Source: an optimization exercise on an open RTL-to-GDS flow (aim: small area). Production flows keep margins and buffers that such runs may drop. Function was checked by simulation only, so behaviour that the tests miss may differ from the original. Power figures rest on the tool's default switching activity, not on a simulated workload.

**design.v**
```verilog
module qfsb (
    input  wire       clk,
    input  wire       rst_n,
    input  wire [4:0] h_addr,
    input  wire [7:0] h_wdata,
    input  wire       h_we,
    output reg  [7:0] h_rdata,
    output wire       tick_irq,
    output wire       adc_cfg,
    output wire       adc_start,
    input  wire       adc_busy,
    input  wire [7:0] adc_result,
    output wire [3:0] lcd_d,
    output wire       lcd_rs,
    output wire       lcd_e,
    input  wire       btn_in,
    output wire       act_oe,
    output wire       act_pwm
);
    localparam integer P_UNIT_CYCLES         = 1;
    localparam integer P_NIBBLE_SETTLE_UNITS = 5;
    localparam integer P_EPULSE_CYCLES       = 1;
    localparam integer P_SETTLE_CYCLES       = 2;
    localparam integer P_POWERON_CYCLES      = 3;
    localparam integer P_PWM_PRESCALE        = 1;
    localparam [0:0]   P_CFG_POT             = 1'b0;
    localparam [0:0]   P_CFG_TEMP            = 1'b1;
    localparam integer P_CAL_OFFSET          = 110;
    localparam integer P_CAL_NUM             = 461;
    localparam integer P_CAL_DEN             = 1000;
    localparam [7:0]   P_DUTY_BASE           = 8'd255;
    localparam [7:0]   P_DUTY_GAIN           = 8'd10;
    localparam         P_BTN_PRESSED_LEVEL   = 1'b0;
    localparam [7:0]   P_THR_RESET           = 8'd10;
    localparam integer LCD_SETTLE = P_NIBBLE_SETTLE_UNITS * P_UNIT_CYCLES;
    localparam integer DLY_MAX0 = (P_POWERON_CYCLES > LCD_SETTLE) ? P_POWERON_CYCLES : LCD_SETTLE;
    localparam integer DLY_MAX1 = (P_SETTLE_CYCLES > P_EPULSE_CYCLES) ? P_SETTLE_CYCLES : P_EPULSE_CYCLES;
    localparam integer DLY_MAX  = (DLY_MAX0 > DLY_MAX1) ? DLY_MAX0 : DLY_MAX1;
    localparam integer DLY_W    = $clog2(DLY_MAX + 1);
    localparam integer PRE_W    = (P_PWM_PRESCALE > 1) ? $clog2(P_PWM_PRESCALE) : 1;
    localparam [PRE_W-1:0] PRE_LAST = P_PWM_PRESCALE - 1;
    localparam [DLY_W-1:0] DLY_POWERON = P_POWERON_CYCLES;
    localparam [DLY_W-1:0] DLY_SETTLE  = P_SETTLE_CYCLES;
    localparam [DLY_W-1:0] DLY_EPULSE  = P_EPULSE_CYCLES;
    localparam [DLY_W-1:0] DLY_LCD     = LCD_SETTLE;
    localparam [1:0] S_INIT = 2'd0, S_IDLE = 2'd1, S_EXEC = 2'd2, S_RUN = 2'd3;
    localparam [3:0] P_IDLE = 4'd0,    
                     P_BOOT = 4'd1,    
                     P_PWR  = 4'd2,    
                     P_INIT = 4'd3,    
                     P_ONE  = 4'd4,    
                     P_BTN  = 4'd5,    
                     P_ADC  = 4'd6,    
                     P_PWM  = 4'd7,    
                     P_RCLR = 4'd8,    
                     P_RHDR = 4'd9,    
                     P_DRAW = 4'd10,   
                     P_SEND = 4'd11;   
    localparam [2:0] A_IDLE = 3'd0, A_SEL = 3'd1, A_SETTLE = 3'd2, A_START = 3'd3,
                     A_WAIT = 3'd4, A_DONE = 3'd5;
    localparam [1:0] L_IDLE = 2'd0, L_SETUP = 2'd1, L_EHI = 2'd2, L_ELO = 2'd3;
    localparam [3:0] OP_NOP = 4'h0, OP_SAMPLE = 4'h1, OP_PWM = 4'h2, OP_BTN = 4'h3,
                     OP_INIT = 4'h4, OP_SEND = 4'h5, OP_DRAW = 4'h6, OP_CLEAR = 4'h7,
                     OP_PUT = 4'h8, OP_FMT = 4'h9, OP_REDRAW = 4'hA, OP_ITER = 4'hB,
                     OP_RUN = 4'hC, OP_ACK = 4'hD;
    function legal_cmd(input [7:0] c);
        begin
            case (c[7:4])
                OP_NOP, OP_PWM, OP_BTN, OP_INIT,
                OP_REDRAW, OP_ITER, OP_RUN, OP_ACK: legal_cmd = (c[3:0] == 4'h0);
                OP_SAMPLE, OP_SEND:                 legal_cmd = (c[3:1] == 3'b000);
                OP_DRAW, OP_CLEAR, OP_FMT:          legal_cmd = (c[2:0] == 3'b000);
                OP_PUT:                             legal_cmd = 1'b1;
                default:                            legal_cmd = 1'b0;
            endcase
        end
    endfunction
    function [7:0] cal(input [7:0] raw);
        reg [17:0] prod, quot;
        begin
            if (raw < P_CAL_OFFSET[7:0]) begin
                cal = 8'd0;
            end else begin
                prod = {10'd0, raw - P_CAL_OFFSET[7:0]} * P_CAL_NUM[17:0];
                quot = prod / P_CAL_DEN[17:0];
                cal  = quot[7:0];
            end
        end
    endfunction
    function [23:0] fmt3(input [7:0] v);
        reg [7:0] hundreds, tens, ones;
        begin
            hundreds = v / 8'd100;
            tens     = (v / 8'd10) % 8'd10;
            ones     = v % 8'd10;
            fmt3     = {8'h30 + hundreds, 8'h30 + tens, 8'h30 + ones};
        end
    endfunction
    function [7:0] init_byte(input [2:0] i);
        begin
            case (i)
                3'd0: init_byte = 8'h33;
                3'd1: init_byte = 8'h32;
                3'd2: init_byte = 8'h28;
                3'd3: init_byte = 8'h01;
                3'd4: init_byte = 8'h0C;
                3'd5: init_byte = 8'h06;
                default: init_byte = 8'h00;
            endcase
        end
    endfunction
    function [3:0] init_byte_hi(input [2:0] i);
        reg [7:0] b;
        begin
            b            = init_byte(i);
            init_byte_hi = b[7:4];
        end
    endfunction
    reg [1:0]   seq;
    reg [3:0]   phase;
    reg [7:0]   cmd_l, arg_l, arg;
    reg [7:0]   thr, temp, duty, duty_act, raw_l;
    reg         act_en, menu, btn;
    reg         st_run, st_tick, err_ill, err_busy;
    reg [127:0] lbuf;                
    reg [7:0]   pwm_cnt;
    reg [PRE_W-1:0] pre_cnt;
    reg         btn_s1, btn_s2;
    reg [DLY_W-1:0] dly;
    reg [2:0]   adc_st;
    reg         adc_tmp;             
    reg [1:0]   lcd_st;
    reg         adc_cfg_q, adc_start_q, lcd_rs_q, lcd_e_q;
    reg [3:0]   lcd_d_q;
    reg [2:0]   bi;                  
    reg         nib;                 
    reg         dl;                  
    reg [3:0]   dc;                  
    assign tick_irq  = st_tick;
    assign adc_cfg   = adc_cfg_q;
    assign adc_start = adc_start_q;
    assign lcd_d     = lcd_d_q;
    assign lcd_rs    = lcd_rs_q;
    assign lcd_e     = lcd_e_q;
    assign act_oe    = act_en;
    assign act_pwm   = (pwm_cnt < duty_act);
    function [7:0] lcell(input [127:0] b, input l, input [2:0] i);
        begin
            lcell = b[{l, i} * 8 +: 8];
        end
    endfunction
    always @(*) begin
        case (h_addr)
            5'h00:   h_rdata = {3'b000, err_busy, err_ill, st_tick, st_run, seq != S_IDLE};
            5'h01:   h_rdata = arg;
            5'h02:   h_rdata = thr;
            5'h03:   h_rdata = temp;
            5'h04:   h_rdata = duty;
            5'h05:   h_rdata = {5'b00000, btn, menu, act_en};
            default: h_rdata = h_addr[4] ? lcell(lbuf, h_addr[3], h_addr[2:0]) : 8'h00;
        endcase
    end
    wire cmd_wr  = h_we && (h_addr == 5'h00);
    wire is_ack  = cmd_wr && (h_wdata == 8'hD0);
    wire accept  = cmd_wr && !is_ack && (seq == S_IDLE) && legal_cmd(h_wdata);
    wire [3:0] op    = cmd_l[7:4];
    wire       chain = (op == OP_ITER) || (op == OP_RUN);
    wire lcd_last = (lcd_st == L_ELO) && (dly == 1);
    wire adc_last = (adc_st == A_DONE);
    wire pre_wrap = (pre_cnt == PRE_LAST);
    wire pwm_wrap = pre_wrap && (pwm_cnt == 8'd255);
    reg       lcd_call;              
    reg       lcd_call_rs;
    reg [3:0] lcd_call_nib;
    reg       adc_call;              
    reg       adc_call_tmp;
    reg [3:0] phase_n;
    reg       done;                  
    reg       pwr_load;              
    reg [2:0] bi_n;
    reg       nib_n, dl_n;
    reg [3:0] dc_n;
    reg [7:0] cur_byte;              
    reg       cur_rs;
    reg [7:0] nxt_char;
    always @(*) begin
        lcd_call     = 1'b0;
        lcd_call_rs  = 1'b0;
        lcd_call_nib = 4'h0;
        adc_call     = 1'b0;
        adc_call_tmp = 1'b0;
        phase_n      = phase;
        done         = 1'b0;
        pwr_load     = 1'b0;
        bi_n         = bi;
        nib_n        = nib;
        dl_n         = dl;
        dc_n         = dc;
        case (phase)
            P_INIT:  begin cur_byte = init_byte(bi); cur_rs = 1'b0; end
            P_SEND:  begin cur_byte = arg_l;         cur_rs = cmd_l[0]; end
            default: begin
                cur_byte = (dc == 4'd0) ? (dl ? 8'hC0 : 8'h80) : lcell(lbuf, dl, dc[2:0] - 3'd1);
                cur_rs   = (dc != 4'd0);
            end
        endcase
        nxt_char = (dc == 4'd8) ? 8'h00 : lcell(lbuf, dl, dc[2:0]);
        if (accept) begin
            case (h_wdata[7:4])
                OP_SAMPLE: begin
                    phase_n      = P_ADC;
                    adc_call     = 1'b1;
                    adc_call_tmp = h_wdata[0];
                end
                OP_PWM:    phase_n = P_PWM;
                OP_BTN:    phase_n = P_BTN;
                OP_INIT: begin
                    phase_n  = P_PWR;
                    pwr_load = 1'b1;
                end
                OP_SEND: begin
                    phase_n      = P_SEND;
                    nib_n        = 1'b0;
                    lcd_call     = 1'b1;
                    lcd_call_rs  = h_wdata[0];
                    lcd_call_nib = arg[7:4];
                end
                OP_DRAW: begin
                    phase_n      = P_DRAW;
                    dl_n         = h_wdata[3];
                    dc_n         = 4'd0;
                    nib_n        = 1'b0;
                    lcd_call     = 1'b1;
                    lcd_call_nib = h_wdata[3] ? 4'hC : 4'h8;
                end
                OP_REDRAW: phase_n = P_RCLR;
                OP_ITER, OP_RUN: phase_n = P_BTN;
                default:   phase_n = P_ONE;    
            endcase
        end else begin
            case (phase)
                P_BOOT: begin
                    phase_n  = P_PWR;
                    pwr_load = 1'b1;
                end
                P_PWR: if (dly == 1) begin
                    phase_n      = P_INIT;
                    bi_n         = 3'd0;
                    nib_n        = 1'b0;
                    lcd_call     = 1'b1;
                    lcd_call_nib = init_byte_hi(3'd0);
                end
                P_ONE: done = 1'b1;
                P_BTN: if (chain) begin
                    phase_n      = P_ADC;
                    adc_call     = 1'b1;
                    adc_call_tmp = 1'b0;
                end else begin
                    done = 1'b1;
                end
                P_ADC: if (adc_last) begin
                    if (chain && !adc_tmp) begin
                        adc_call     = 1'b1;
                        adc_call_tmp = 1'b1;
                    end else if (chain) begin
                        phase_n = P_PWM;
                    end else begin
                        done = 1'b1;
                    end
                end
                P_PWM:  if (chain) phase_n = P_RCLR; else done = 1'b1;
                P_RCLR: phase_n = P_RHDR;
                P_RHDR: begin
                    phase_n      = P_DRAW;
                    dl_n         = 1'b0;
                    dc_n         = 4'd0;
                    nib_n        = 1'b0;
                    lcd_call     = 1'b1;
                    lcd_call_nib = 4'h8;
                end
                P_INIT, P_SEND, P_DRAW: if (lcd_last) begin
                    if (!nib) begin
                        nib_n        = 1'b1;
                        lcd_call     = 1'b1;
                        lcd_call_rs  = cur_rs;
                        lcd_call_nib = cur_byte[3:0];
                    end else begin
                        nib_n = 1'b0;
                        case (phase)
                            P_INIT: if (bi != 3'd7) begin
                                bi_n         = bi + 3'd1;
                                lcd_call     = 1'b1;
                                lcd_call_nib = init_byte_hi(bi + 3'd1);
                            end else begin
                                done = 1'b1;
                            end
                            P_SEND: done = 1'b1;
                            default: begin
                                if (dc != 4'd8 && nxt_char != 8'h00) begin
                                    dc_n         = dc + 4'd1;
                                    lcd_call     = 1'b1;
                                    lcd_call_rs  = 1'b1;
                                    lcd_call_nib = nxt_char[7:4];
                                end else if (op != OP_DRAW && !dl) begin
                                    dl_n         = 1'b1;
                                    dc_n         = 4'd0;
                                    lcd_call     = 1'b1;
                                    lcd_call_nib = 4'hC;
                                end else if (op == OP_RUN) begin
                                    phase_n = P_BTN;
                                end else begin
                                    done = 1'b1;
                                end
                            end
                        endcase
                    end
                end
                default: ;
            endcase
        end
        if (done) phase_n = P_IDLE;
    end
    wire [23:0] fmt_digits = fmt3((phase == P_RHDR) ? (menu ? temp : thr) : arg_l);
    wire        pressed    = (btn_s2 == P_BTN_PRESSED_LEVEL);
    integer     k;
    always @(posedge clk) begin
        if (!rst_n) begin
            seq         <= S_INIT;
            phase       <= P_BOOT;
            cmd_l       <= 8'h00;
            arg_l       <= 8'h00;
            arg         <= 8'h00;
            thr         <= P_THR_RESET;
            temp        <= 8'h00;
            duty        <= 8'h00;
            duty_act    <= 8'h00;
            raw_l       <= 8'h00;
            act_en      <= 1'b0;
            menu        <= 1'b0;
            btn         <= 1'b0;
            st_run      <= 1'b0;
            st_tick     <= 1'b0;
            err_ill     <= 1'b0;
            err_busy    <= 1'b0;
            lbuf        <= {16{8'h20}};
            pwm_cnt     <= 8'h00;
            pre_cnt     <= {PRE_W{1'b0}};
            btn_s1      <= ~P_BTN_PRESSED_LEVEL;
            btn_s2      <= ~P_BTN_PRESSED_LEVEL;
            dly         <= {DLY_W{1'b0}};
            adc_st      <= A_IDLE;
            adc_tmp     <= 1'b0;
            lcd_st      <= L_IDLE;
            adc_cfg_q   <= P_CFG_POT;
            adc_start_q <= 1'b0;
            lcd_rs_q    <= 1'b0;
            lcd_e_q     <= 1'b0;
            lcd_d_q     <= 4'h0;
            bi          <= 3'd0;
            nib         <= 1'b0;
            dl          <= 1'b0;
            dc          <= 4'd0;
        end else begin
            btn_s1 <= btn_in;
            btn_s2 <= btn_s1;
            if (pre_wrap) begin
                pre_cnt <= {PRE_W{1'b0}};
                pwm_cnt <= pwm_cnt + 8'd1;
                if (pwm_cnt == 8'd255)
                    duty_act <= duty;
            end else begin
                pre_cnt <= pre_cnt + 1'b1;
            end
            if (pwm_wrap)
                st_tick <= 1'b1;
            else if (is_ack)
                st_tick <= 1'b0;
            if (h_we && h_addr == 5'h01)
                arg <= h_wdata;
            if (cmd_wr && !is_ack) begin
                if (seq != S_IDLE)
                    err_busy <= 1'b1;
                else if (!legal_cmd(h_wdata))
                    err_ill <= 1'b1;
            end
            if (accept) begin
                cmd_l <= h_wdata;
                arg_l <= arg;
                if (h_wdata == 8'hC0) begin
                    seq    <= S_RUN;
                    st_run <= 1'b1;
                end else begin
                    seq <= S_EXEC;
                end
            end else if (done) begin
                seq <= S_IDLE;
            end
            phase <= phase_n;
            bi    <= bi_n;
            nib   <= nib_n;
            dl    <= dl_n;
            dc    <= dc_n;
            if (phase == P_ONE) begin
                case (op)
                    OP_CLEAR: for (k = 0; k < 8; k = k + 1)
                                  lbuf[{cmd_l[3], k[2:0]} * 8 +: 8] <= 8'h20;
                    OP_PUT:   lbuf[cmd_l[3:0] * 8 +: 8] <= arg_l;
                    OP_FMT: begin
                        lbuf[{cmd_l[3], 3'd0} * 8 +: 8] <= fmt_digits[23:16];
                        lbuf[{cmd_l[3], 3'd1} * 8 +: 8] <= fmt_digits[15:8];
                        lbuf[{cmd_l[3], 3'd2} * 8 +: 8] <= fmt_digits[7:0];
                    end
                    default: ;
                endcase
            end
            if (phase == P_BTN) begin
                if (!btn && pressed) begin
                    btn <= 1'b1;
                end else if (btn && !pressed) begin
                    btn  <= 1'b0;
                    menu <= ~menu;
                end
            end
            if (phase == P_PWM) begin
                if (temp <= thr) begin
                    act_en <= 1'b0;
                end else begin
                    act_en <= 1'b1;
                    duty   <= P_DUTY_BASE - P_DUTY_GAIN * (thr - temp);
                end
            end
            if (phase == P_RCLR)
                lbuf <= {16{8'h20}};
            if (phase == P_RHDR) begin
                if (menu) begin
                    lbuf[0*8 +: 8]  <= 8'h54;    
                    lbuf[1*8 +: 8]  <= 8'h45;    
                    lbuf[2*8 +: 8]  <= 8'h4D;    
                    lbuf[3*8 +: 8]  <= 8'h50;    
                    lbuf[11*8 +: 8] <= 8'h43;    
                end else begin
                    lbuf[0*8 +: 8]  <= 8'h54;    
                    lbuf[1*8 +: 8]  <= 8'h48;    
                    lbuf[2*8 +: 8]  <= 8'h52;    
                    lbuf[3*8 +: 8]  <= 8'h45;    
                    lbuf[4*8 +: 8]  <= 8'h53;    
                end
                lbuf[8*8 +: 8]  <= fmt_digits[23:16];
                lbuf[9*8 +: 8]  <= fmt_digits[15:8];
                lbuf[10*8 +: 8] <= fmt_digits[7:0];
            end
            if (phase == P_ADC && adc_last) begin
                if (adc_tmp)
                    temp <= cal(raw_l);
                else
                    thr <= raw_l;
            end
            case (adc_st)
                A_SEL: begin
                    if (adc_tmp) begin
                        adc_st <= A_SETTLE;
                    end else begin
                        adc_start_q <= 1'b1;
                        adc_st      <= A_START;
                    end
                end
                A_SETTLE: if (dly == 1) begin
                    adc_start_q <= 1'b1;
                    adc_st      <= A_START;
                end
                A_START: begin
                    adc_start_q <= 1'b0;
                    adc_st      <= A_WAIT;
                end
                A_WAIT: if (!adc_busy) begin
                    raw_l <= adc_result;
                    if (adc_tmp)
                        adc_cfg_q <= P_CFG_POT;
                    adc_st <= A_DONE;
                end
                A_DONE: adc_st <= A_IDLE;
                default: ;
            endcase
            if (adc_call) begin
                adc_cfg_q <= adc_call_tmp ? P_CFG_TEMP : P_CFG_POT;
                adc_tmp   <= adc_call_tmp;
                adc_st    <= A_SEL;
            end
            case (lcd_st)
                L_SETUP: begin
                    lcd_e_q <= 1'b1;
                    lcd_st  <= L_EHI;
                end
                L_EHI: if (dly == 1) begin
                    lcd_e_q <= 1'b0;
                    lcd_st  <= L_ELO;
                end
                L_ELO: if (dly == 1)
                    lcd_st <= L_IDLE;
                default: ;
            endcase
            if (lcd_call) begin
                lcd_rs_q <= lcd_call_rs;
                lcd_d_q  <= lcd_call_nib;
                lcd_st   <= L_SETUP;
            end
            if (pwr_load)
                dly <= DLY_POWERON;
            else if (adc_st == A_SEL && adc_tmp)
                dly <= DLY_SETTLE;
            else if (lcd_st == L_SETUP)
                dly <= DLY_EPULSE;
            else if (lcd_st == L_EHI && dly == 1)
                dly <= DLY_LCD;
            else if (dly != 0)
                dly <= dly - 1'b1;
        end
    end
endmodule
```
**run.sh**
```bash
#!/bin/bash
# synth_recipe.tcl (not shown) runs the flow's synth.tcl, then flattens the netlist and writes it again
# the make line also repeats each setting of config.mk as NAME=value (left out here)
make -C /OpenROAD-flow-scripts/flow DESIGN_CONFIG=/design/flow/config.mk WORK_HOME=/design/flow/orfs CLKGATE_MAP_FILE= SYNTH_SCRIPT=/design/flow/synth_recipe.tcl finish
```
**config.mk**
```make
export PLATFORM = sky130hd
export DESIGN_NAME = qfsb
export DESIGN_NICKNAME = qfsb
export VERILOG_FILES = /design/flow/design.v
export SDC_FILE = /design/flow/constraint.sdc
export NUM_CORES = 4
export LEC_CHECK = 0
export CAP_MARGIN = 20
export CORE_MARGIN = 2
export CORE_UTILIZATION = 30
export PLACE_DENSITY = 0.5
export SLEW_MARGIN = 20
```
**constraint.sdc**
```tcl
create_clock -name core_clock -period 14.0 [get_ports {clk}]
set_input_delay 2.8000 -clock core_clock [delete_from_list [all_inputs] [get_ports {clk}]]
set_output_delay 2.8000 -clock core_clock [all_outputs]
set_load 0.01 [all_outputs]
```
==> notes.md <==
==> how the worst max path moves through the flow <==
stage / end / slack [ns] / depth (start not counted)
2_1_floorplan: temp[0]$_SDFFE_PN0P_ / 5.61 / 34
3_3_place_gp: temp[0]$_SDFFE_PN0P_ / 4.41 / 31
3_5_place_dp: temp[0]$_SDFFE_PN0P_ / 4.07 / 31
4_1_cts: temp[0]$_SDFFE_PN0P_ / 4.04 / 31
5_1_grt: temp[0]$_SDFFE_PN0P_ / 3.29 / 31
6_report: temp[0]$_SDFFE_PN0P_ / 4.09 / 31
==> Yosys cell counts, drive strengths merged (10+ instances only) <==
cell type | number | area (um^2)
a211oi | 33 | 265
a21o | 26 | 195
a21oi | 170 | 885
a221o | 16 | 160
a221oi | 35 | 337
a222oi | 22 | 220
a22o | 15 | 133
a22oi | 76 | 571
a31oi | 21 | 153
a32oi | 14 | 130
and2 | 29 | 181
and3 | 12 | 75.1
buf | 19 | 104
clkbuf | 119 | 449
dfxtp | 242 | 4840
fa | 18 | 360
ha | 98 | 1230
inv | 97 | 364
mux2i | 62 | 621
mux4 | 72 | 1620
nand2 | 227 | 852
nand2b | 19 | 119
nand3 | 48 | 240
nand4 | 16 | 119
nor2 | 297 | 1130
nor2b | 24 | 150
nor3 | 49 | 260
nor4 | 28 | 220
o211ai | 29 | 228
o21a | 10 | 75.1
o21ai | 139 | 707
o22ai | 17 | 106
or3 | 14 | 92.6
xnor2 | 36 | 323
xor2 | 18 | 180
==> metrics by stage <==
step | utilization (%) | cell area (um^2) | hold WS [ns] | cells | power (uW)
final | 34.1 | 21100 | 0.425 | 3114 | 2360
after global routing | 34.1 | 21100 | 0.445 | 3114 | 2470
after CTS | 34.1 | 21100 | 0.431 | 3114 | 2370
after detailed placement | 32.3 | 20000 | 0.401 | 3061 | 1500
after global placement | 32.3 | 20000 | 0.405 | 3061 | 1490
after floorplan | - | 18800 | 0.386 | 2287 | 1300
==> area by class of cell <==
cell class	count	area [um^2]	share of cell area [%]
multi-input combinational	1809	13100	62.1
sequential	242	4850	23.0
tap	837	1050	4.97
clock buffer	43	861	4.09
timing repair buffer	75	658	3.13
inverter	98	370	1.76
clock inverter	10	205	0.975
==> registers in the layout, indices dropped and copies added (netlist names), 3 cells and up <==
name and cells:
temp 8, duty_act 8, dc 4, thr 8
arg_l 8, lbuf 128, phase 4, duty 8
bi 3, arg 8, dly 3, lcd_d_q 4
raw_l 8, adc_st 3, pwm_cnt 8, cmd_l 8
==> cell families (layout without fill, tap and decap cells) <==
logic type                 Yosys count  after routing  synth area share (%)
and+or+nand+nor                    792            792                  19.6
AOI/OAI and AO/OA                  703            703                  26.2
DFF                                242            242                  25.8
buffers and inverters              236            226                  4.90
muxes                              141            141                  12.4
adders and majority gates          117            117                  8.51
xor gates and xnor gates            54             54                  2.68
other                                2              2                0.0400
==> metal layers <==
layer  GRT usage (%)  routed length (um)
met5               0                  46
met4            6.92                2480
met3            4.71                6410
met2            32.3               30200
met1            29.5               30700
==> report_power, final <==
part / switching (uW) / total, uW / internal, uW / leakage (uW)
clock: 327 / 860 / 533 / 0.000513
combinational: 423 / 686 / 263 / 0.00477
sequential: 80.7 / 819 / 738 / 0.00196
total: 831 / 2360 / 1530 / 0.00724
==> layout by cell type (no fill, tap or decap), types with 8 or more instances in the layout <==
master,n
a211oi_1,30
a21o_1,26
a21oi_1,163
a221o_1,16
a221oi_1,32
a222oi_1,22
a22o_1,14
a22oi_1,76
a31oi_1,19
a32oi_1,13
and2_1,26
and3_1,12
buf_4,31
clkbuf_1,8
clkbuf_16,31
clkdlybuf4s50_1,41
dfxtp_1,241
fa_1,18
ha_1,98
inv_1,94
mux2i_1,62
mux4_2,72
nand2_1,227
nand2b_1,19
nand3_1,48
nand4_1,13
nor2_1,292
nor2b_1,24
nor3_1,46
nor4_1,23
o211ai_1,27
o21a_1,10
o21ai_0,119
o21ai_1,15
o221ai_1,8
o22ai_1,17
or3_1,13
xnor2_1,35
xor2_1,15
==> flow_summary.json <==
{
  "reg2reg_depth": 31,
  "drtIter0Drc": 2156,
  "start_util_pct": 30.4,
  "power_density_mw_per_mm2": 112,
  "grt_pass1_wl_um": 106000,
  "ctsHoldBuffers": 0,
  "rrSetupSlack_ns": 4.09,
  "final_max_slew_viol_count": 0,
  "min_to": "btn_s2$_SDFF_PN1_",
  "cp.required_ns": 14.42,
  "clock_sink_count": 242,
  "cp_max_fo": 12,
  "cp_top_family": "compound AO/OA/AOI/OAI gates",
  "start_kind": "flop",
  "die_y_um": 254,
  "worstPathArrival_ns": 10.34,
  "ys_seq_elements": 242,
  "layout-drive-gt1-share_pct": 10.2,
  "grt_max_degree": 98,
  "synth-edff-count": 0,
  "rsz0062_at_grt": "no",
  "nets": 2398,
  "cts_made_buffers": 30,
  "overflow": 0,
  "hold_violations": 0,
  "outcome": "complete, no violations",
  "crit_buf_inv": 2,
  "skew_ns": 0.0224,
  "dr.pass1.iters": 7,
  "ioPinCount": 45,
  "ant_nets": 0,
  "min-delay-start": "btn_s1$_SDFF_PN1_",
  "cts-root-buf": "clkbuf_16",
  "track_usage_pct": 21.2,
  "slowest_delay_ns": 0.65,
  "antenna_found_initial": 3,
  "crit_type": "reg2reg",
  "htree_levels": 1,
  "syn-num-nets": 2429,
  "clk_latency_ns": 0.59,
  "setup_viol": 0,
  "num-fill-cells": 6392,
  "wire_per_inst_um": 22.4,
  "hold_depth": 1,
  "cp-end-kind": "flop",
  "vias_per_cell": 5.89,
  "reg2reg_to": "temp[0]$_SDFFE_PN0P_",
  "cts_setup_buffers": 0,
  "gp_congestion": 0.947,
  "die_x_um": 254,
  "port_buffers": 44,
  "rows": 91,
  "cap_violations": 0,
  "cts_resized": 0,
  "critPathLaunch": "raw_l[1]$_SDFFE_PN0P_",
  "dpl_worst_slack_ns": 4.07,
  "synthFlopType": "dfxtp_1",
  "totalWireLength_um": 69800,
  "core_mm2": 0.0618,
  "synthCells": 2287,
  "cts_tree": "yes",
  "worst_slew_pin_slew_ns": 1.11,
  "area_growth_syn_to_layout_pct": 12.1,
  "hp-class": "reg2reg",
  "worst_slack_ns": 4.09,
  "yosysSeqAreaShare_pct": 25.8,
  "fin_tns_setup_ns": 0,
  "total_leakage_power_uw": 0.00724,
  "post_synth.cell_area_avg_um2": 8.21,
  "yosysWarnings": 1,
  "grt_pass1_vias": 17100,
  "async_reset_ff_share_pct": 0,
  "vdd_drop_max_uv": 75.7,
  "period_minus_slack_ns": 9.91,
  "clkTransAtPathRegs_ns": 0.06,
  "fmax_ghz": 0.101,
  "clk_path_buf_depth": 3,
  "die_area_mm2": 0.0646,
  "slowest_stage": "a22oi_1",
  "slew_headroom_pct": 25.7,
  "final.period_utilization_pct": 70.8,
  "antenna_cells": 0,
  "dp_hpwl_um": 51800,
  "regToRegStartpoint": "raw_l[1]$_SDFFE_PN0P_",
  "synth_cell_types": 110,
  "vias": 18300,
  "syn_area_mm2": 0.0188,
  "drcViolationCount": 0
}

[what the ideal ports hide]
Ports are ideal in the flow. The routed layout listed here was re-timed in OpenROAD.
Step 1: set_driving_cell puts a clkbuf_16 on clk and a buf_2 on each other input, an assumption about the parent block.
Step 2 moves the port delays by t, midway between the first and last clock arrival at a register: inputs arrive t later, outputs are due t later. That takes back most of the time a late clock gives input paths.
Slacks: ideal / step 1 / step 2; pairs: ideal / step 1.
shift t [ns]: 0.641
slack for setup (ns): 4.087 / 4.087 / 4.087
hold WS [ns]: 0.425 / 0.425 / 0.425
latest minus earliest clock arrival (ns): 0.022 / 0.023
slew at the worst register clock pin (ns): 0.07 / 0.07
After both steps setup and hold are still met in this run. For this run, drivers alone change the setup slack by 0.000 ns; drivers and shift together by 0.000 ns.
